From an optimization exercise on the open Yosys and OpenROAD flow, aimed at small area, a short achievable clock period and few clock cycles; shortcuts taken in it are not production practice.
No functional check of the RTL was part of any run shown here.
Power figures rest on the tool's default switching activity, not on a simulated workload.

==> design.v <==
module kw26_core (
    input  wire        clk,
    input  wire        rst,           
    input  wire        cmd_valid,
    output wire        cmd_ready,
    input  wire [99:0] cmd,
    output reg         out_valid,
    output reg  [7:0]  out_data,
    output reg         resp_valid,
    output reg  [3:0]  resp_status
);
    localparam [3:0] OP_KEY_LOAD   = 4'h1,
                     OP_KS_STEP    = 4'h2,
                     OP_KS_ADVANCE = 4'h3,
                     OP_KS_PEEK    = 4'h4,
                     OP_MSG_START  = 4'h5,
                     OP_ENC        = 4'h6,
                     OP_DEC        = 4'h7;
    localparam [3:0] ST_OK        = 4'd0,
                     ST_INVKEY    = 4'd1,
                     ST_ENCODING  = 4'd3,
                     ST_ILLEGAL   = 4'd4,
                     ST_SEQUENCE  = 4'd5;
    localparam [4:0] CODE_LTRS = 5'd31,
                     CODE_FIGS = 5'd27;
    function [30:0] step_a(input [30:0] s);
        step_a = {s[29:0], s[30] ^ s[2]};
    endfunction
    function [28:0] step_b(input [28:0] s);
        step_b = {s[27:0], s[28] ^ s[1]};
    endfunction
    function [22:0] step_c(input [22:0] s);
        step_c = {s[21:0], s[22] ^ s[4]};
    endfunction
    function [30:0] step5_a(input [30:0] s);
        step5_a = step_a(step_a(step_a(step_a(step_a(s)))));
    endfunction
    function [28:0] step5_b(input [28:0] s);
        step5_b = step_b(step_b(step_b(step_b(step_b(s)))));
    endfunction
    function [22:0] step5_c(input [22:0] s);
        step5_c = step_c(step_c(step_c(step_c(step_c(s)))));
    endfunction
    function [30:0] dec_a(input [30:0] s);
        reg [61:0] y;
        integer j;
        begin
            for (j = 0; j < 31; j = j + 1) y[j] = s[30-j];
            for (j = 31; j < 62; j = j + 1) y[j] = y[j-31] ^ y[j-3];
            for (j = 0; j < 31; j = j + 1) dec_a[30-j] = y[2*j];
        end
    endfunction
    function [28:0] dec_b(input [28:0] s);
        reg [57:0] y;
        integer j;
        begin
            for (j = 0; j < 29; j = j + 1) y[j] = s[28-j];
            for (j = 29; j < 58; j = j + 1) y[j] = y[j-29] ^ y[j-2];
            for (j = 0; j < 29; j = j + 1) dec_b[28-j] = y[2*j];
        end
    endfunction
    function [22:0] dec_c(input [22:0] s);
        reg [45:0] y;
        integer j;
        begin
            for (j = 0; j < 23; j = j + 1) y[j] = s[22-j];
            for (j = 23; j < 46; j = j + 1) y[j] = y[j-23] ^ y[j-5];
            for (j = 0; j < 23; j = j + 1) dec_c[22-j] = y[2*j];
        end
    endfunction
    function combine(input a, input b, input c);
        reg [7:0] tt;
        begin
            tt = 8'h62;
            combine = tt[{a, b, c}];
        end
    endfunction
    function [7:0] tab_ltrs(input [4:0] c);
        case (c)
            5'd0:  tab_ltrs = 8'h00;  5'd1:  tab_ltrs = 8'h45;
            5'd2:  tab_ltrs = 8'h0A;  5'd3:  tab_ltrs = 8'h41;
            5'd4:  tab_ltrs = 8'h20;  5'd5:  tab_ltrs = 8'h53;
            5'd6:  tab_ltrs = 8'h49;  5'd7:  tab_ltrs = 8'h55;
            5'd8:  tab_ltrs = 8'h0D;  5'd9:  tab_ltrs = 8'h44;
            5'd10: tab_ltrs = 8'h52;  5'd11: tab_ltrs = 8'h4A;
            5'd12: tab_ltrs = 8'h4E;  5'd13: tab_ltrs = 8'h46;
            5'd14: tab_ltrs = 8'h43;  5'd15: tab_ltrs = 8'h4B;
            5'd16: tab_ltrs = 8'h54;  5'd17: tab_ltrs = 8'h5A;
            5'd18: tab_ltrs = 8'h4C;  5'd19: tab_ltrs = 8'h57;
            5'd20: tab_ltrs = 8'h48;  5'd21: tab_ltrs = 8'h59;
            5'd22: tab_ltrs = 8'h50;  5'd23: tab_ltrs = 8'h51;
            5'd24: tab_ltrs = 8'h4F;  5'd25: tab_ltrs = 8'h42;
            5'd26: tab_ltrs = 8'h47;  5'd28: tab_ltrs = 8'h4D;
            5'd29: tab_ltrs = 8'h58;  5'd30: tab_ltrs = 8'h56;
            default: tab_ltrs = 8'h00;
        endcase
    endfunction
    function [7:0] tab_figs(input [4:0] c);
        case (c)
            5'd0:  tab_figs = 8'h00;  5'd1:  tab_figs = 8'h33;
            5'd2:  tab_figs = 8'h0A;  5'd3:  tab_figs = 8'h2D;
            5'd4:  tab_figs = 8'h20;  5'd5:  tab_figs = 8'h27;
            5'd6:  tab_figs = 8'h38;  5'd7:  tab_figs = 8'h37;
            5'd8:  tab_figs = 8'h0D;  5'd9:  tab_figs = 8'h05;
            5'd10: tab_figs = 8'h34;  5'd11: tab_figs = 8'h07;
            5'd12: tab_figs = 8'h2C;  5'd13: tab_figs = 8'h21;
            5'd14: tab_figs = 8'h3A;  5'd15: tab_figs = 8'h28;
            5'd16: tab_figs = 8'h35;  5'd17: tab_figs = 8'h2B;
            5'd18: tab_figs = 8'h29;  5'd19: tab_figs = 8'h32;
            5'd20: tab_figs = 8'h23;  5'd21: tab_figs = 8'h36;
            5'd22: tab_figs = 8'h30;  5'd23: tab_figs = 8'h31;
            5'd24: tab_figs = 8'h39;  5'd25: tab_figs = 8'h3F;
            5'd26: tab_figs = 8'h26;  5'd28: tab_figs = 8'h2E;
            5'd29: tab_figs = 8'h2F;  5'd30: tab_figs = 8'h3D;
            default: tab_figs = 8'h00;
        endcase
    endfunction
    function [6:0] find_ch(input [7:0] ch);
        integer i;
        begin
            find_ch = 7'd0;
            for (i = 0; i < 32; i = i + 1)
                if (i != 27 && i != 31) begin
                    if (tab_ltrs(i[4:0]) == ch) find_ch = find_ch | {2'b10, i[4:0]};
                    if (tab_figs(i[4:0]) == ch) find_ch = find_ch | {2'b01, i[4:0]};
                end
        end
    endfunction
    wire [3:0]  op  = cmd[99:96];
    wire [95:0] arg = cmd[95:0];
    reg illegal;
    always @(*) begin
        case (op)
            OP_KEY_LOAD:   illegal = 1'b0;
            OP_KS_STEP:    illegal = |arg;
            OP_KS_ADVANCE: illegal = 1'b0;
            OP_KS_PEEK:    illegal = |arg[95:32];
            OP_MSG_START:  illegal = |arg;
            OP_ENC:        illegal = |arg[95:8];
            OP_DEC:        illegal = |arg[95:5];
            default:       illegal = 1'b1;
        endcase
    end
    wire [31:0] seed_a = arg[95:64];
    wire [31:0] seed_b = arg[63:32];
    wire [31:0] seed_c = arg[31:0];
    wire key_ok = (seed_a != 32'd0) && (seed_a[31] == 1'b0) &&
                  (seed_b != 32'd0) && (seed_b[31:29] == 3'd0) &&
                  (seed_c != 32'd0) && (seed_c[31:23] == 9'd0);
    wire [6:0] enc = find_ch(arg[7:0]);
    reg        keyed;
    wire       seq_err = (op == OP_KEY_LOAD) == keyed;
    reg [3:0] d_status;
    always @(*) begin
        if (illegal)                                     d_status = ST_ILLEGAL;
        else if (seq_err)                                d_status = ST_SEQUENCE;
        else if (op == OP_KEY_LOAD && !key_ok)           d_status = ST_INVKEY;
        else if (op == OP_ENC && enc[6:5] == 2'b00)      d_status = ST_ENCODING;
        else                                             d_status = ST_OK;
    end
    wire d_ok = !illegal && !seq_err;
    wire peek_zero = (arg[31:0] == 32'd0);
    reg [30:0] ra;
    reg [28:0] rb;
    reg [22:0] rc;
    reg [30:0] cva;
    reg [28:0] cvb;
    reg [22:0] cvc;
    reg [30:0] pa;          
    reg [28:0] pb;
    reg [22:0] pc;
    reg [95:0] nreg;        
    reg        shift;       
    reg        m_resp;      
    reg        m_msg;       
    reg        m_step, m_enc, m_grp2, m_dec, m_peek, m_adv, m_fix;
    reg [3:0]  e_status;
    reg [4:0]  e_sym;       
    reg        e_inl, e_inf;
    reg [3:0]  acnt;        
    reg [1:0]  dg_a, dg_b, dg_c;    
    reg [2:0]  car_a;       
    reg [2:0]  car_b;
    reg [2:0]  car_c;
    wire z_main = combine(ra[30], rb[28], rc[22]);
    wire z_peek = combine(pa[30], pb[28], pc[22]);
    wire [4:0] ks5 = {combine(ra[30], rb[28], rc[22]),
                      combine(ra[29], rb[27], rc[21]),
                      combine(ra[28], rb[26], rc[20]),
                      combine(ra[27], rb[25], rc[19]),
                      combine(ra[26], rb[24], rc[18])};
    wire [4:0] dsym = e_sym ^ ks5;
    wire enc_one = shift ? e_inf : e_inl;     
    wire adv_done = ({car_a[1:0], dg_a[1]} == 3'd0) && car_b <= 3'd1 && car_c <= 3'd1;
    wire fix_done = car_a <= 3'd1 && car_b <= 3'd1 && car_c <= 3'd1;
    wire peek_last = (nreg[31:0] == 32'd1);
    assign cmd_ready = !(m_enc && !enc_one) &&
                       !(m_peek && !peek_last) &&
                       !(m_adv && !(acnt == 4'd15 && adv_done)) &&
                       !(m_fix && !fix_done);
    wire take = cmd_valid && cmd_ready;
    function [2:0] cnt4(input [3:0] v);
        cnt4 = v[0] + v[1] + v[2] + v[3];
    endfunction
    function [2:0] cnt5(input [4:0] v);
        cnt5 = v[0] + v[1] + v[2] + v[3] + v[4];
    endfunction
    function [3:0] pair_a(input [95:0] v, input single);
        pair_a = cnt4({v[0], v[31], v[62], v[93]}) + (single ? 4'd0 : {cnt4({v[1], v[32], v[63], v[94]}), 1'b0});
    endfunction
    function [3:0] pair_b(input [95:0] v, input single);
        pair_b = cnt4({v[0], v[29], v[58], v[87]}) + (single ? 4'd0 : {cnt4({v[1], v[30], v[59], v[88]}), 1'b0});
    endfunction
    function [3:0] pair_c(input [95:0] v, input single);
        pair_c = cnt5({v[0], v[23], v[46], v[69], v[92]}) + (single ? 4'd0 : {cnt5({v[1], v[24], v[47], v[70], v[93]}), 1'b0});
    endfunction
    wire [3:0] first_a = pair_a(arg, 1'b0);
    wire [3:0] first_b = pair_b(arg, 1'b0);
    wire [3:0] first_c = pair_c(arg, 1'b0);
    wire [95:0] nahead = {2'b00, nreg[95:2]};
    wire [4:0] sum_a = pair_a(nahead, acnt == 4'd14) + car_a;
    wire [4:0] sum_b = pair_b(nahead, acnt == 4'd13) + car_b;
    wire [4:0] sum_c = pair_c(nahead, acnt == 4'd10) + car_c;
    wire [30:0] a1 = dec_a(dg_a[0] ? step_a(ra) : ra);
    wire [30:0] a2 = dec_a(dg_a[1] ? step_a(a1) : a1);
    wire [28:0] b1 = dec_b(dg_b[0] ? step_b(rb) : rb);
    wire [28:0] b2 = dec_b(dg_b[1] ? step_b(b1) : b1);
    wire [22:0] c1 = dec_c(dg_c[0] ? step_c(rc) : rc);
    wire [22:0] c2 = dec_c(dg_c[1] ? step_c(c1) : c1);
    always @(posedge clk) begin
        if (m_peek && !peek_last) begin
            pa <= step_a(pa);
            pb <= step_b(pb);
            pc <= step_c(pc);
        end else begin
            pa <= cva;
            pb <= cvb;
            pc <= cvc;
        end
        if (cmd_ready)
            nreg <= arg;
        else if (m_peek)
            nreg[31:0] <= nreg[31:0] - 32'd1;
        else
            nreg <= {2'b00, nreg[95:2]};
        if (!keyed) begin
            ra  <= seed_a[30:0];
            rb  <= seed_b[28:0];
            rc  <= seed_c[22:0];
            cva <= seed_a[30:0];
            cvb <= seed_b[28:0];
            cvc <= seed_c[22:0];
        end
        if (rst) begin
            keyed      <= 1'b0;
            shift      <= 1'b0;
            out_valid  <= 1'b0;
            resp_valid <= 1'b0;
            m_resp     <= 1'b0;
            m_step     <= 1'b0;
            m_enc      <= 1'b0;
            m_grp2     <= 1'b0;
            m_dec      <= 1'b0;
            m_peek     <= 1'b0;
            m_adv      <= 1'b0;
            m_fix      <= 1'b0;
        end else begin
            out_valid   <= 1'b0;
            resp_valid  <= 1'b0;
            resp_status <= ST_OK;
            if (m_resp) begin
                resp_valid  <= 1'b1;
                resp_status <= e_status;
                if (m_msg)
                    shift <= 1'b0;
                m_resp <= 1'b0;
            end
            if (m_step) begin
                ra         <= step_a(ra);
                rb         <= step_b(rb);
                rc         <= step_c(rc);
                out_valid  <= 1'b1;
                out_data   <= {7'd0, z_main};
                resp_valid <= 1'b1;
                m_step     <= 1'b0;
            end
            if (m_enc || m_grp2) begin
                ra        <= step5_a(ra);
                rb        <= step5_b(rb);
                rc        <= step5_c(rc);
                out_valid <= 1'b1;
            end
            if (m_enc) begin
                m_enc <= 1'b0;
                if (enc_one) begin
                    out_data   <= {3'd0, e_sym ^ ks5};
                    resp_valid <= 1'b1;
                end else begin
                    out_data <= {3'd0, (shift ? CODE_LTRS : CODE_FIGS) ^ ks5};
                    shift    <= !shift;
                    m_grp2   <= 1'b1;
                end
            end
            if (m_grp2) begin
                out_data   <= {3'd0, e_sym ^ ks5};
                resp_valid <= 1'b1;
                m_grp2     <= 1'b0;
            end
            if (m_dec) begin
                ra         <= step5_a(ra);
                rb         <= step5_b(rb);
                rc         <= step5_c(rc);
                resp_valid <= 1'b1;
                m_dec      <= 1'b0;
                if (dsym == CODE_LTRS) begin
                    shift <= 1'b0;
                end else if (dsym == CODE_FIGS) begin
                    shift <= 1'b1;
                end else begin
                    out_valid <= 1'b1;
                    out_data  <= shift ? tab_figs(dsym) : tab_ltrs(dsym);
                end
            end
            if (m_peek) begin
                out_valid <= 1'b1;
                out_data  <= {7'd0, z_peek};
                if (peek_last) begin
                    resp_valid <= 1'b1;
                    m_peek     <= 1'b0;
                end
            end
            if (m_adv) begin
                acnt <= acnt + 4'd1;
                if (acnt != 4'd15) begin
                    ra    <= a2;
                    dg_a  <= sum_a[1:0];
                    car_a <= sum_a[4:2];
                end else begin
                    ra    <= a1;
                    car_a <= {car_a[1:0], dg_a[1]};
                end
                if (acnt < 4'd14) begin
                    rb    <= b2;
                    dg_b  <= sum_b[1:0];
                    car_b <= sum_b[4:2];
                end else if (acnt == 4'd14) begin
                    rb    <= b1;
                    car_b <= {car_b[1:0], dg_b[1]};
                end else if (car_b != 3'd0) begin
                    rb    <= step_b(rb);
                    car_b <= car_b - 3'd1;
                end
                if (acnt < 4'd11) begin
                    rc    <= c2;
                    dg_c  <= sum_c[1:0];
                    car_c <= sum_c[4:2];
                end else if (acnt == 4'd11) begin
                    rc    <= c1;
                    car_c <= {car_c[1:0], dg_c[1]};
                end else if (car_c != 3'd0) begin
                    rc    <= step_c(rc);
                    car_c <= car_c - 3'd1;
                end
                if (acnt == 4'd15) begin
                    m_adv <= 1'b0;
                    if (adv_done)
                        resp_valid <= 1'b1;
                    else
                        m_fix <= 1'b1;
                end
            end
            if (m_fix) begin
                if (car_a != 3'd0) begin
                    ra    <= step_a(ra);
                    car_a <= car_a - 3'd1;
                end
                if (car_b != 3'd0) begin
                    rb    <= step_b(rb);
                    car_b <= car_b - 3'd1;
                end
                if (car_c != 3'd0) begin
                    rc    <= step_c(rc);
                    car_c <= car_c - 3'd1;
                end
                if (fix_done) begin
                    resp_valid <= 1'b1;
                    m_fix      <= 1'b0;
                end
            end
            if (take) begin
                e_status <= d_status;
                m_msg    <= (op == OP_MSG_START) && d_ok;
                e_sym    <= (op == OP_ENC) ? enc[4:0] : arg[4:0];
                e_inl    <= enc[6];
                e_inf    <= enc[5];
                acnt     <= 4'd0;
                dg_a     <= first_a[1:0];
                dg_b     <= first_b[1:0];
                dg_c     <= first_c[1:0];
                car_a    <= {1'b0, first_a[3:2]};
                car_b    <= {1'b0, first_b[3:2]};
                car_c    <= {1'b0, first_c[3:2]};
                if (d_status != ST_OK || op == OP_KEY_LOAD || op == OP_MSG_START ||
                    (op == OP_KS_PEEK && peek_zero))
                    m_resp <= 1'b1;
                else begin
                    m_step <= (op == OP_KS_STEP);
                    m_enc  <= (op == OP_ENC);
                    m_dec  <= (op == OP_DEC);
                    m_peek <= (op == OP_KS_PEEK);
                    m_adv  <= (op == OP_KS_ADVANCE);
                end
                if (op == OP_KEY_LOAD && d_status == ST_OK) begin
                    keyed <= 1'b1;
                    shift <= 1'b0;
                end
            end
        end
    end
endmodule
==> run.sh <==
#!/bin/bash
# synth_recipe.tcl (not shown) runs the flow's synth.tcl, then flattens the netlist and writes it again
# the make line also repeats each setting of config.mk as NAME=value (left out here)
make -C /OpenROAD-flow-scripts/flow DESIGN_CONFIG=/design/flow/config.mk WORK_HOME=/design/flow/orfs CLKGATE_MAP_FILE= SYNTH_SCRIPT=/design/flow/synth_recipe.tcl finish
==> config.mk <==
export PLATFORM = sky130hd
export DESIGN_NAME = kw26_core
export DESIGN_NICKNAME = kw26_core
export VERILOG_FILES = /design/flow/design.v
export SDC_FILE = /design/flow/constraint.sdc
export NUM_CORES = 4
export LEC_CHECK = 0
export CAP_MARGIN = 20
export CORE_MARGIN = 2
export CORE_UTILIZATION = 40
export PLACE_DENSITY = 0.6
export SETUP_SLACK_MARGIN = 4
export SLEW_MARGIN = 20
==> constraint.sdc <==
create_clock -name core_clock -period 8.0 [get_ports {clk}]
set_input_delay 1.6000 -clock core_clock [delete_from_list [all_inputs] [get_ports {clk}]]
set_output_delay 1.6000 -clock core_clock [all_outputs]
set_load 0.01 [all_outputs]
==> impl_metrics.env, run 1 <==
export IMPL_port_buffers=116
export IMPL_ioPinCount=118
export IMPL_hp_class="reg -> reg"
export IMPL_die_width_um=272
export IMPL_dp_hpwl_um=63700
export IMPL_hold_ws_ns=0.446
export IMPL_core_area_um2=71200
export IMPL_finClkSkew_ns=0.0350
export IMPL_wire_per_inst_um=22.7
export IMPL_power_frac_seq=0.320
export IMPL_grt_overflow_total=0
export IMPL_met3_usage=0.0502
export IMPL_switchingPower_mw=2.68
export IMPL_routed_wl_um=95300
export IMPL_yosys_warnings=1
export IMPL_mostFrequentLayoutCells="nand2_1 (323), o21ai_0 (280), a21oi_1 (262)"
export IMPL_synth_cells=3263
export IMPL_synth_area_um2=28700
export IMPL_use_met2=0.382
export IMPL_critPathCaptureType="primary output"
export IMPL_grtUsageTotal=0.249
export IMPL_final_area_um2=32900
export IMPL_internal_power_mw=4.88
export IMPL_grt_util_met1=0.352
export IMPL_final_nets=3391
export IMPL_power_combinational_fraction=0.366
export IMPL_num_rows=98
export IMPL_hold_violations=0
export IMPL_cts_buffers=47
export IMPL_period_share=0.538
export IMPL_path_max_fanout=5
export IMPL_place_ws_ns=2.55
export IMPL_ir_worst_vdd_uv=165
export IMPL_outcome="complete, no violations"
export IMPL_ys_ff_latch=398
export IMPL_sw_frac_of_total=0.354
export IMPL_critPathRequiredTime_ns=6.40
export IMPL_grt_pass1_wl_um=144000
export IMPL_critPathArrivalTime_ns=2.71
export IMPL_final_common_cell="nand2_1"
export IMPL_top_usage_layer="met2"
export IMPL_dp_cells=4061
export IMPL_htreeDepth=2
export IMPL_drv_slew=0
export IMPL_clockBufferDepth=3
export IMPL_clk_latency_ns=0.62
export IMPL_initial_core_util=0.402
export IMPL_die_area_um2=73800
export IMPL_setup_viol=0
export IMPL_cts_clk_slew_worst_paths_ns=0.06
export IMPL_synth_edf_count=188
export IMPL_antenna_found_initial=9
export IMPL_leakage_nw=12.4
export IMPL_grt_max_degree=155
export IMPL_cts_root_buf="clkbuf_16"
export IMPL_worst_setup_path_type="reg -> out"
export IMPL_rsz0062_at_grt="true"
export IMPL_layout_min_cycle_time_ns=4.31
export IMPL_drt_pass1_iter_count=7
export IMPL_fp_dieH_um=272
export IMPL_p_total_mw=7.56
export IMPL_post_route_drc_count=0
export IMPL_layout_drive_gt1_share=0.151
export IMPL_worst_slew_pin_slew_ns=1.15
export IMPL_layout_cells_non_filler=4202
export IMPL_via_count=24700
export IMPL_cts_sinks=398
export IMPL_power_density_nw_per_um2=230
export IMPL_synth_distinct_cells=86
export IMPL_gp_congestion=0.944
export IMPL_grt_pass1_vias=23200
export IMPL_cts_tree="built"
export IMPL_final_setup_tns_ns=0
export IMPL_post_drt_via_cell_ratio=5.89
export IMPL_synth_avg_cell_area_um2=8.78
export IMPL_syn2layout_area_growth_pct=14.8
export IMPL_fmax_mhz=232
export IMPL_slew_headroom=0.232
export IMPL_post_dp_cell_area_um2=30200
export IMPL_setup_ws_ns=3.69
export IMPL_utilization=0.462
export IMPL_drv_cap=0
export IMPL_synth_ff_type="dfxtp_1"
export IMPL_ys_async_sr_fraction=0
export IMPL_drt_iter0_markers=2424
export IMPL_start_kind="register"
export IMPL_drtAntennaViolNets=0
export IMPL_synth_seq_area_share=0.344
export IMPL_power_frac_clock=0.313
export IMPL_syn_num_nets=3444
==> Yosys cell counts (74+ instances only) <==
library cell / number / area [um^2]
xor2_1: 106 / 928
a21oi_1: 262 / 1310
mux2i_1: 199 / 1990
mux2_2: 175 / 1970
clkbuf_1: 236 / 886
nor2_1: 256 / 961
o211ai_1: 74 / 556
nand2_1: 328 / 1230
dfxtp_1: 210 / 4200
a211oi_1: 85 / 638
xnor2_1: 155 / 1360
o21ai_0: 282 / 1410
edfxtp_1: 188 / 5650
==> power groups by stage <==
stage	combinational [mW]	sequential (mW)	clock (mW)
finish	2.77	2.42	2.37
global route	2.98	2.43	2.49
CTS	2.63	2.42	2.41
detailed placement	2.58	2.46	0
global placement	2.58	2.47	0
floorplan	2.07	2.34	0
==> layer usage <==
metal  routed length (um)  vias up
li1                     -    11700
met1                42800    11900
met2                42200      924
met3                 7420      168
met4                 2880        6
met5                   36        -
==> worst max-delay path, stage by stage (launching register included) <==
cell,delay (ns)
dfxtp_2,0.32
or4_4,0.53
or3_4,0.43
nor2_4,0.14
nand3_4,0.11
nand2_8,0.11
and4_4,0.31
buf_6,0.13
==> timing repair <==
action,4_1_cts,5_1_grt
gates cloned,3,1
pin swaps,34,28
hold buffers,0,0
endpoints found under the setup margin,188,55
setup buffers,24,22
resized for setup,131,124
==> final cells by class <==
class	count	area, um^2
timing repair buffer	208	1930
clock inverter	32	455
multi-input combinational	2495	18000
clock buffer	56	1240
antenna	3	7.51
tap	950	1190
fill	6884	38300
sequential	398	9880
inverter	60	236
==> flip-flops by register name (all words and copies together), names as in the netlist, 8 cells and up <==
name and cells:
pa 31, cva 31, cvc 23, pc 23, rc 23, rb 29, pb 29, nreg 96
cvb 29, ra 31, out_data 8
==> logic make-up after synthesis <==
kind of cell	count (synthesis)	synth area share
AO/OA/AOI/OAI	907	0.194
XOR/XNOR	285	0.0977
adder cells (fa/ha/maj)	78	0.0406
buffers and inverters	373	0.0515
flip-flops	398	0.344
multiplexers	382	0.144
other	1	0.000131
AND/OR/NAND/NOR	839	0.129
==> worst paths after layout <==
path | depth (start not counted) | to | slack (ns) | from
worst min-delay path | 2 | pc[0]$_DFF_P_ | 0.45 | cvc[0]$_DFFE_PN_
worst max register to register | 9 | nreg[71]$_DFFE_PP_ | 4.12 | nreg[11]$_DFF_P_
worst min register to register | 2 | pc[0]$_DFF_P_ | 0.45 | cvc[0]$_DFFE_PN_
worst max-delay path | 7 | cmd_ready | 3.69 | nreg[11]$_DFF_P_
==> inputs of run 2 (changes only) <==
--- a/design.v
+++ b/design.v
@@ -162,2 +162,3 @@
     wire peek_zero = (arg[31:0] == 32'd0);
+    wire peek_one  = (arg[31:0] == 32'd1);
     reg [30:0] ra;
@@ -196,6 +197,4 @@
     wire peek_last = (nreg[31:0] == 32'd1);
-    assign cmd_ready = !(m_enc && !enc_one) &&
-                       !(m_peek && !peek_last) &&
-                       !(m_adv && !(acnt == 4'd15 && adv_done)) &&
-                       !(m_fix && !fix_done);
+    reg rdy;
+    assign cmd_ready = rdy;
     wire take = cmd_valid && cmd_ready;
@@ -229,2 +228,38 @@
     wire [22:0] c2 = dec_c(dg_c[1] ? step_c(c1) : c1);
+    reg shift_nx;
+    always @(*) begin
+        shift_nx = shift;
+        if (!keyed)
+            shift_nx = 1'b0;
+        else if (m_resp && m_msg)
+            shift_nx = 1'b0;
+        else if (m_enc && !enc_one)
+            shift_nx = !shift;
+        else if (m_dec && dsym == CODE_LTRS)
+            shift_nx = 1'b0;
+        else if (m_dec && dsym == CODE_FIGS)
+            shift_nx = 1'b1;
+    end
+    reg rdy_nx;
+    always @(*) begin
+        if (rdy) begin
+            rdy_nx = !(cmd_valid && d_status == ST_OK &&
+                       (op == OP_KS_ADVANCE ||
+                        (op == OP_KS_PEEK && !peek_zero && !peek_one) ||
+                        (op == OP_ENC && !(shift_nx ? enc[5] : enc[6]))));
+        end else if (m_peek) begin
+            rdy_nx = (nreg[31:0] == 32'd2);
+        end else if (m_adv) begin
+            if (acnt == 4'd14)
+                rdy_nx = (sum_a[3:1] == 3'd0) && ({car_b[1:0], dg_b[1]} <= 3'd1) && (car_c <= 3'd2);
+            else if (acnt == 4'd15)
+                rdy_nx = ({car_a[1:0], dg_a[1]} <= 3'd1) && (car_b <= 3'd2) && (car_c <= 3'd2);
+            else
+                rdy_nx = 1'b0;
+        end else if (m_fix) begin
+            rdy_nx = (car_a <= 3'd2) && (car_b <= 3'd2) && (car_c <= 3'd2);
+        end else begin
+            rdy_nx = 1'b1;
+        end
+    end
     always @(posedge clk) begin
@@ -254,2 +289,3 @@
         if (rst) begin
+            rdy        <= 1'b1;
             keyed      <= 1'b0;
@@ -270,2 +306,4 @@
             resp_status <= ST_OK;
+            rdy         <= rdy_nx;
+            shift       <= shift_nx;
             if (m_resp) begin
@@ -273,4 +311,2 @@
                 resp_status <= e_status;
-                if (m_msg)
-                    shift <= 1'b0;
                 m_resp <= 1'b0;
@@ -299,3 +335,2 @@
                     out_data <= {3'd0, (shift ? CODE_LTRS : CODE_FIGS) ^ ks5};
-                    shift    <= !shift;
                     m_grp2   <= 1'b1;
@@ -314,7 +349,3 @@
                 m_dec      <= 1'b0;
-                if (dsym == CODE_LTRS) begin
-                    shift <= 1'b0;
-                end else if (dsym == CODE_FIGS) begin
-                    shift <= 1'b1;
-                end else begin
+                if (dsym != CODE_LTRS && dsym != CODE_FIGS) begin
                     out_valid <= 1'b1;
@@ -412,6 +443,4 @@
                 end
-                if (op == OP_KEY_LOAD && d_status == ST_OK) begin
+                if (op == OP_KEY_LOAD && d_status == ST_OK)
                     keyed <= 1'b1;
-                    shift <= 1'b0;
-                end
             end
--- a/config.mk
+++ b/config.mk
@@ -11,3 +11,3 @@
 export PLACE_DENSITY = 0.6
-export SETUP_SLACK_MARGIN = 4
+export SETUP_SLACK_MARGIN = 3.5
 export SLEW_MARGIN = 20
==> run 2 against run 1 <==
Sequential power about the same. Clock power decreased by 5%. First-iteration DRC count increased by 2.6%. Die area decreased by 1.1%. Core utilization decreased by 1.2 points. Synthesized area decreased by 1.1%. Clock skew increased by 0.015 ns. Critical path depth increased by 4. Non-clock buffer count decreased by 41. Largest power group unchanged. Cell count decreased by 2.7%. Count of clock-buffer cells in the layout increased by 1. Sequential share of layout area increased by 1.3 points.
==> impl_metrics.env, run 2 <==
export IMPL_slew_headroom=0.276
export IMPL_leakage_nw=11.6
export IMPL_synth_common_cells="nand2_1 (323), o21ai_0 (264), clkbuf_1 (261)"
export IMPL_cts_clk_slew_worst_paths_ns=0.06
export IMPL_gp_congestion=0.957
export IMPL_synth_distinct_cells=76
export IMPL_fmax_mhz=225
export IMPL_post_route_drc_count=0
export IMPL_multiInputGateArea_um2=17200
export IMPL_synthTopCellsByArea="edfxtp_1 (20%), dfxtp_1 (15%), mux2_2 (7.1%)"
export IMPL_mostFrequentLayoutCells="nand2_1 (322), o21ai_0 (263), nor2_1 (252)"
export IMPL_wire_per_inst_um=22.5
export IMPL_cts_buffers=46
export IMPL_post_drt_via_cell_ratio=5.96
export IMPL_syn2layout_area_growth_pct=11.4
export IMPL_drv_cap=0
export IMPL_finClkSkew_ns=0.0500
export IMPL_cts_sinks=399
export IMPL_drv_slew=0
export IMPL_hold_violations=0
export IMPL_htreeDepth=2
export IMPL_fp_dieH_um=270
export IMPL_worst_slew_pin_slew_ns=1.08
export IMPL_synth_edf_count=188
export IMPL_grt_overflow_total=0
export IMPL_clk_latency_ns=0.62
export IMPL_initial_core_util=0.404
export IMPL_final_setup_tns_ns=0
export IMPL_routed_wl_um=92100
export IMPL_cts_tree="built"
export IMPL_drt_pass1_iter_count=6
export IMPL_grt_util_met1=0.347
export IMPL_die_width_um=270
export IMPL_ys_ff_latch=399
export IMPL_clockBufferDepth=3
export IMPL_synth_avg_cell_area_um2=8.82
export IMPL_via_count=24400
export IMPL_yosysMostFrequentCell="nand2_1"
export IMPL_setup_ws_ns=3.56
export IMPL_rsz0062_at_grt="false"
export IMPL_outcome="complete, no violations"
export IMPL_final_common_cell="nand2_1"
export IMPL_use_met2=0.376
export IMPL_seq_area_um2=9890
export IMPL_synth_seq_area_share=0.348
export IMPL_grt_pass1_vias=22900
export IMPL_antenna_diode_count=0
export IMPL_ys_async_sr_fraction=0
export IMPL_netlist_area_leader_share=0.199
export IMPL_setup_viol=0
export IMPL_hp_class="reg -> reg"
export IMPL_synth_cells=3212
export IMPL_critPathRequiredTime_ns=8.51
export IMPL_grtUsageTotal=0.246
export IMPL_critPathCaptureType="register"
export IMPL_drtAntennaViolNets=0
export IMPL_hold_ws_ns=0.443
export IMPL_num_rows=97
export IMPL_final_nets=3298
export IMPL_core_area_um2=70100
export IMPL_largest_register_ffs=96
export IMPL_yosys_area_top_type="edfxtp_1"
export IMPL_largest_register="nreg"
export IMPL_synth_ff_type="dfxtp_1"
export IMPL_die_area_um2=73000
export IMPL_place_ws_ns=2.62
export IMPL_critPathArrivalTime_ns=4.95
export IMPL_cts_root_buf="clkbuf_16"
export IMPL_met3_usage=0.0455
export IMPL_antenna_found_initial=4
export IMPL_grt_max_degree=93
export IMPL_worst_setup_path_type="in -> reg"
export IMPL_ir_worst_vdd_uv=165
export IMPL_drt_iter0_markers=2488
export IMPL_power_density_nw_per_um2=234
export IMPL_layout_min_cycle_time_ns=4.44
export IMPL_port_buffers=116
export IMPL_syn_num_nets=3397
export IMPL_period_share=0.555
export IMPL_fillers=6943
export IMPL_ioPinCount=118
export IMPL_hold_buffers=0
export IMPL_top_usage_layer="met2"
export IMPL_yosys_warnings=1
export IMPL_synth_area_um2=28300
export IMPL_dp_hpwl_um=63600
export IMPL_layout_drive_gt1_share=0.110
export IMPL_start_kind="primary input"
export IMPL_path_max_fanout=5
export IMPL_grt_pass1_wl_um=142000
-- run 2: cell families after synthesis --
group / count (synthesis) / synth area share
compound gates: 894 / 0.196
other cells: 1 / 0.000132
fa+ha+maj: 82 / 0.0428
mux: 371 / 0.141
xor+xnor: 263 / 0.0927
flops: 399 / 0.348
buf+inv: 369 / 0.0500
simple gates: 833 / 0.130
-- run 2: path summary, 6_finish.rpt --
kind | startpoint | end | slack [ns] | cells after the start
hold reg to reg | cvc[0]$_DFFE_PN_ | pc[0]$_DFF_P_ | 0.44 | 2
setup reg to reg | dg_a[0]$_DFFE_PP_ | ra[4]$_DFF_P_ | 3.78 | 10
hold / removal | cvc[0]$_DFFE_PN_ | pc[0]$_DFF_P_ | 0.44 | 2
setup / recovery | cmd[67] | m_peek$_SDFF_PP0_ | 3.56 | 11
-- run 2: where the power goes --
| part | internal (mW) | total (mW) | leakage (nW) | switching, mW |
|---|---|---|---|---|
| logic | 1.21 | 2.71 | 7.11 | 1.50 |
| clock network | 1.30 | 2.24 | 0.769 | 0.942 |
| registers | 2.26 | 2.43 | 3.74 | 0.166 |
-- run 2: metrics by stage --
| stage | power [mW] | util | cells | instance area [um^2] |
|---|---|---|---|---|
| floorplan | 4.49 | - | 3212 | 28300 |
| global placement | 5.12 | 0.426 | 4003 | 29900 |
| detailed placement | 5.12 | 0.426 | 4003 | 29900 |
| CTS | 7.38 | 0.449 | 4090 | 31500 |
| global route | 7.76 | 0.450 | 4090 | 31600 |
| finish | 7.38 | 0.450 | 4090 | 31600 |
-- run 2: repair_timing --
item | in CTS | in global routing
setup buffers | 2 | 0
resized for setup | 7 | 10
setup endpoints to repair | 9 | 48
endpoints found under the hold margin | 0 | 0
-- run 2: critical path, cell delays in order --
cell and delay (ns):
clkdlybuf4s50_1 0.50, nor4_1 0.64, nand4_1 0.19, nor2_2 0.41, o2111ai_1 0.19, a31oi_1 0.21, o21ai_0 0.19, a21o_1 0.27
nor4_2 0.30, mux2_2 0.37, nor2_1 0.09
-- run 2: area by class of cell --
cell class                      instances  area share
Timing Repair Buffer                  167      0.0488
Tap cell                              940      0.0372
Clock inverter                         28      0.0114
Multi-Input combinational cell       2444       0.544
Clock buffer                           57      0.0387
Sequential cell                       399       0.313
Inverter                               55     0.00662
-- run 2: metal layers --
metal | wire length (um) | part of all wire | vias to the layer above
li1 | - | - | 11500
met1 | 40700 | 0.44 | 11800
met2 | 40900 | 0.44 | 955
met3 | 7330 | 0.080 | 177
met4 | 3150 | 0.034 | 8
met5 | 54 | 0.00059 | -
==> inputs of run 3 (changes only) <==
--- a/config.mk
+++ b/config.mk
@@ -11,3 +11,3 @@
 export PLACE_DENSITY = 0.6
-export SETUP_SLACK_MARGIN = 3.5
+export SETUP_SLACK_MARGIN = 4.5
 export SLEW_MARGIN = 20
==> run 3 against run 2 <==
Clock power decreased by 5%. Clock skew decreased by 0.014 ns. Worst setup slack improved by 0.72 ns. Global-route usage increased by 0.46 points. Synthesized area unchanged. Sequential power about the same. Non-clock buffer count increased by 66. Via count increased by 1.6%. Core utilization increased by 2.2 points. Cell area increased by 4.9%. Critical endpoint is now car_c[1]$_DFFE_PN_. Largest cell class unchanged.
==> impl_metrics.env, run 3 <==
export IMPL_num_rows=97
export IMPL_power_frac_seq=0.311
export IMPL_final_common_cell="nand2_1"
export IMPL_grt_max_degree=84
export IMPL_worstHoldPathCells=2
export IMPL_ioPinCount=118
export IMPL_worst_setup_path_type="reg -> reg"
export IMPL_cts_buffers=47
export IMPL_worst_r2r_cell_count=14
export IMPL_netlist_area_leader_share=0.199
export IMPL_crit_chain="buf_6, fa_1, inv_1, fa_1, nor2_2, fa_1, ha_1, a21o_1, a21oi_2, xnor2_2, a221oi_2, a211oi_2, nor3_2, a21oi_1"
export IMPL_outcome="complete, no violations"
export IMPL_utilization=0.472
export IMPL_core_area_um2=70100
export IMPL_final_nets=3365
export IMPL_r2r_end="car_c[1]$_DFFE_PN_"
export IMPL_grt_pass1_wl_um=145000
export IMPL_dp_hpwl_um=63500
export IMPL_path_max_fanout=2
export IMPL_hold_violations=0
export IMPL_critPathCaptureType="register"
export IMPL_fillers=6768
export IMPL_r2r_start="nreg[72]$_DFFE_PP_"
export IMPL_ys_async_sr_fraction=0
export IMPL_internal_power_mw=5.00
export IMPL_synth_ff_type="dfxtp_1"
export IMPL_initial_core_util=0.404
export IMPL_period_share=0.465
export IMPL_synth_avg_cell_area_um2=8.82
export IMPL_layout_drive_gt1_share=0.192
export IMPL_switchingPower_mw=2.79
export IMPL_dp_cells=4002
export IMPL_cts_clk_slew_worst_paths_ns=0.06
export IMPL_drv_cap=0
export IMPL_finClkSkew_ns=0.0363
export IMPL_hp_class="reg -> reg"
export IMPL_power_density_nw_per_um2=235
export IMPL_worst_slew_pin_slew_ns=1.12
export IMPL_cts_root_buf="clkbuf_16"
export IMPL_drv_slew=0
export IMPL_leakage_nw=12.3
export IMPL_grtUsageTotal=0.251
export IMPL_syn2layout_area_growth_pct=16.9
export IMPL_via_count=24800
export IMPL_drt_iter0_markers=2468
export IMPL_syn_num_nets=3397
export IMPL_synthTopCellsByArea="edfxtp_1 (20%), dfxtp_1 (15%), mux2_2 (7.1%)"
export IMPL_post_dp_cell_area_um2=29900
export IMPL_drtAntennaViolNets=0
export IMPL_critPathArrivalTime_ns=4.02
export IMPL_yosys_warnings=1
export IMPL_yosysMostFrequentCell="nand2_1"
export IMPL_hold_ws_ns=0.448
export IMPL_slowest_stage="fa_1"
export IMPL_largest_register="nreg"
export IMPL_htreeDepth=2
export IMPL_gp_congestion=0.940
export IMPL_post_route_drc_count=0
export IMPL_synth_distinct_cells=76
export IMPL_routed_wl_um=95300
export IMPL_hold_buffers=0
export IMPL_sw_frac_of_total=0.358
export IMPL_setup_ws_ns=4.28
export IMPL_start_kind="register"
export IMPL_fmax_mhz=269
export IMPL_antenna_found_initial=5
export IMPL_mostFrequentLayoutCells="nand2_1 (318), o21ai_0 (255), nor2_1 (246)"
export IMPL_die_area_um2=73000
export IMPL_ys_ff_latch=399
export IMPL_die_width_um=270
export IMPL_place_ws_ns=2.26
export IMPL_worst_path_most_repeated_cell="fa_1"
export IMPL_synth_cells=3212
export IMPL_layout_min_cycle_time_ns=3.72
export IMPL_ir_worst_vdd_uv=194
export IMPL_largest_register_ffs=96
export IMPL_min_from="cva[0]$_DFFE_PN_"
export IMPL_final_setup_tns_ns=0
export IMPL_synth_seq_area_share=0.348
export IMPL_fp_dieH_um=270
export IMPL_power_frac_clock=0.274
export IMPL_cts_tree="built"
export IMPL_critPathMaxStageDelay_ns=0.47
export IMPL_slew_headroom=0.251
export IMPL_power_combinational_fraction=0.415
export IMPL_rsz0062_at_grt="true"
export IMPL_post_drt_via_cell_ratio=5.96
export IMPL_holdPathEnd="pa[0]$_DFF_P_"
export IMPL_clockBufferDepth=3
export IMPL_p_total_mw=7.79
export IMPL_setup_viol=0
export IMPL_synth_edf_count=188
export IMPL_drt_pass1_iter_count=5
export IMPL_synth_area_um2=28300
export IMPL_final_area_um2=33100
export IMPL_port_buffers=116
export IMPL_grt_overflow_total=0
export IMPL_clk_latency_ns=0.62
export IMPL_layout_cells_non_filler=4162
export IMPL_wire_per_inst_um=22.9
export IMPL_grt_pass1_vias=23400
export IMPL_r2r_setup_slack_ns=4.28
export IMPL_synth_common_cells="nand2_1 (323), o21ai_0 (264), clkbuf_1 (261)"
export IMPL_critPathRequiredTime_ns=8.31
export IMPL_cts_sinks=399
export IMPL_yosys_area_top_type="edfxtp_1"
run 3: cell counts after synthesis:
No cell type changed its count.
run 3: final cells by class:
cell class,count,area (um^2),share of cell area
well taps,940,1180,0.0355
multi-input cells,2444,18100,0.545
repair buffers,233,2220,0.0671
diodes,3,7.51,0.000227
flip-flops and latches,399,9920,0.300
clock buffers,60,1220,0.0370
clock inverters,28,294,0.00887
inverters,55,225,0.00680
run 3: power by group through the flow:
stage / Clock [mW] / Combinational, mW / Sequential (mW)
2_1_floorplan: 0 / 2.15 / 2.35
4_1_cts: 2.18 / 2.91 / 2.42
5_1_grt: 2.25 / 3.47 / 2.44
3_3_place_gp: 0 / 2.66 / 2.46
3_5_place_dp: 0 / 2.66 / 2.46
6_report: 2.13 / 3.23 / 2.43
run 3: what timing repair did:
| item | 4_1_cts | 5_1_grt |
|---|---|---|
| setup buffers | 34 | 27 |
| gates resized for setup | 416 | 180 |
| pin swaps | 63 | 52 |
| cloned | 5 | 3 |
| endpoints found under the setup margin | 131 | 55 |
run 3: layer usage:
layer | vias up | part of all wire | wire [um] | track usage
li1 | 11600 | - | - | -
met5 | - | 0.00028 | 27 | 0
met1 | 12000 | 0.44 | 41800 | 0.349
met4 | 4 | 0.030 | 2890 | 0.0773
met3 | 177 | 0.083 | 7910 | 0.0464
met2 | 1009 | 0.45 | 42600 | 0.393
run 3: worst max-delay path by stage:
stage / to / start / slack [ns] / cells after the start
2_1_floorplan: m_adv$_SDFF_PP0_ / cmd[97] / 4.19 / 10
3_3_place_gp: m_adv$_SDFF_PP0_ / cmd[63] / 2.41 / 11
3_5_place_dp: m_peek$_SDFF_PP0_ / cmd[63] / 2.26 / 11
4_1_cts: car_c[1]$_DFFE_PN_ / nreg[72]$_DFFE_PP_ / 4.24 / 14
5_1_grt: car_c[1]$_DFFE_PN_ / nreg[72]$_DFFE_PP_ / 4.08 / 14
6_report: car_c[1]$_DFFE_PN_ / nreg[72]$_DFFE_PP_ / 4.28 / 14
run 3: cell families after synthesis:
family / synth area share
muxes: 0.141
buffers and inverters: 0.0500
DFF: 0.348
AOI/OAI and AO/OA: 0.196
adders and majority gates: 0.0428
xor gates and xnor gates: 0.0927
and+or+nand+nor: 0.130
other: 0.000132
run 3: worst max-delay path: cells and delay by family (launching register included):
family,cells,cell delay (ns)
AO/OA/AOI/OAI,5,0.80
flip-flops,1,0.38
buffers and inverters,2,0.21
AND/OR/NAND/NOR,2,0.29
XOR/XNOR,1,0.10
adder cells (fa/ha/maj),4,1.64

==> static timing again, ports no longer ideal <==
The flow's constraints put no driver on any port. The routed layouts listed below were extracted and timed again, unchanged, in two steps. Step 1 (the two cells are an assumption about what drives the block):
set clk [get_ports {clk}]
set_driving_cell -lib_cell sky130_fd_sc_hd__clkbuf_16 $clk
set_driving_cell -lib_cell sky130_fd_sc_hd__buf_2 [delete_from_list [all_inputs] $clk]
Step 2, shift: input delay + t, output delay - t, t = (earliest + latest rising clock arrival at the registers) / 2. This alone moves slack from input paths to output paths. a / b / c = no drivers / after step 1 / after step 2; a / b = the first two.
| run | t, ns | setup WS [ns] | worst setup path after step 2 | worst data-port slew with drivers (ns) | cell pins on the clock port's net |
|---|---|---|---|---|---|
| run 1 | 0.669 | 3.693 / 3.630 / 3.440 | input to register | 0.09 | 1 |
| run 2 | 0.661 | 3.559 / 3.582 / 2.921 | input to register | 0.15 | 1 |
| run 3 | 0.667 | 4.283 / 4.283 / 3.734 | input to register | 0.14 | 1 |
After both steps setup and hold are still met in every run listed. For run 2, which loses most, drivers alone change the setup slack by +0.023 ns; drivers and shift together by -0.638 ns.
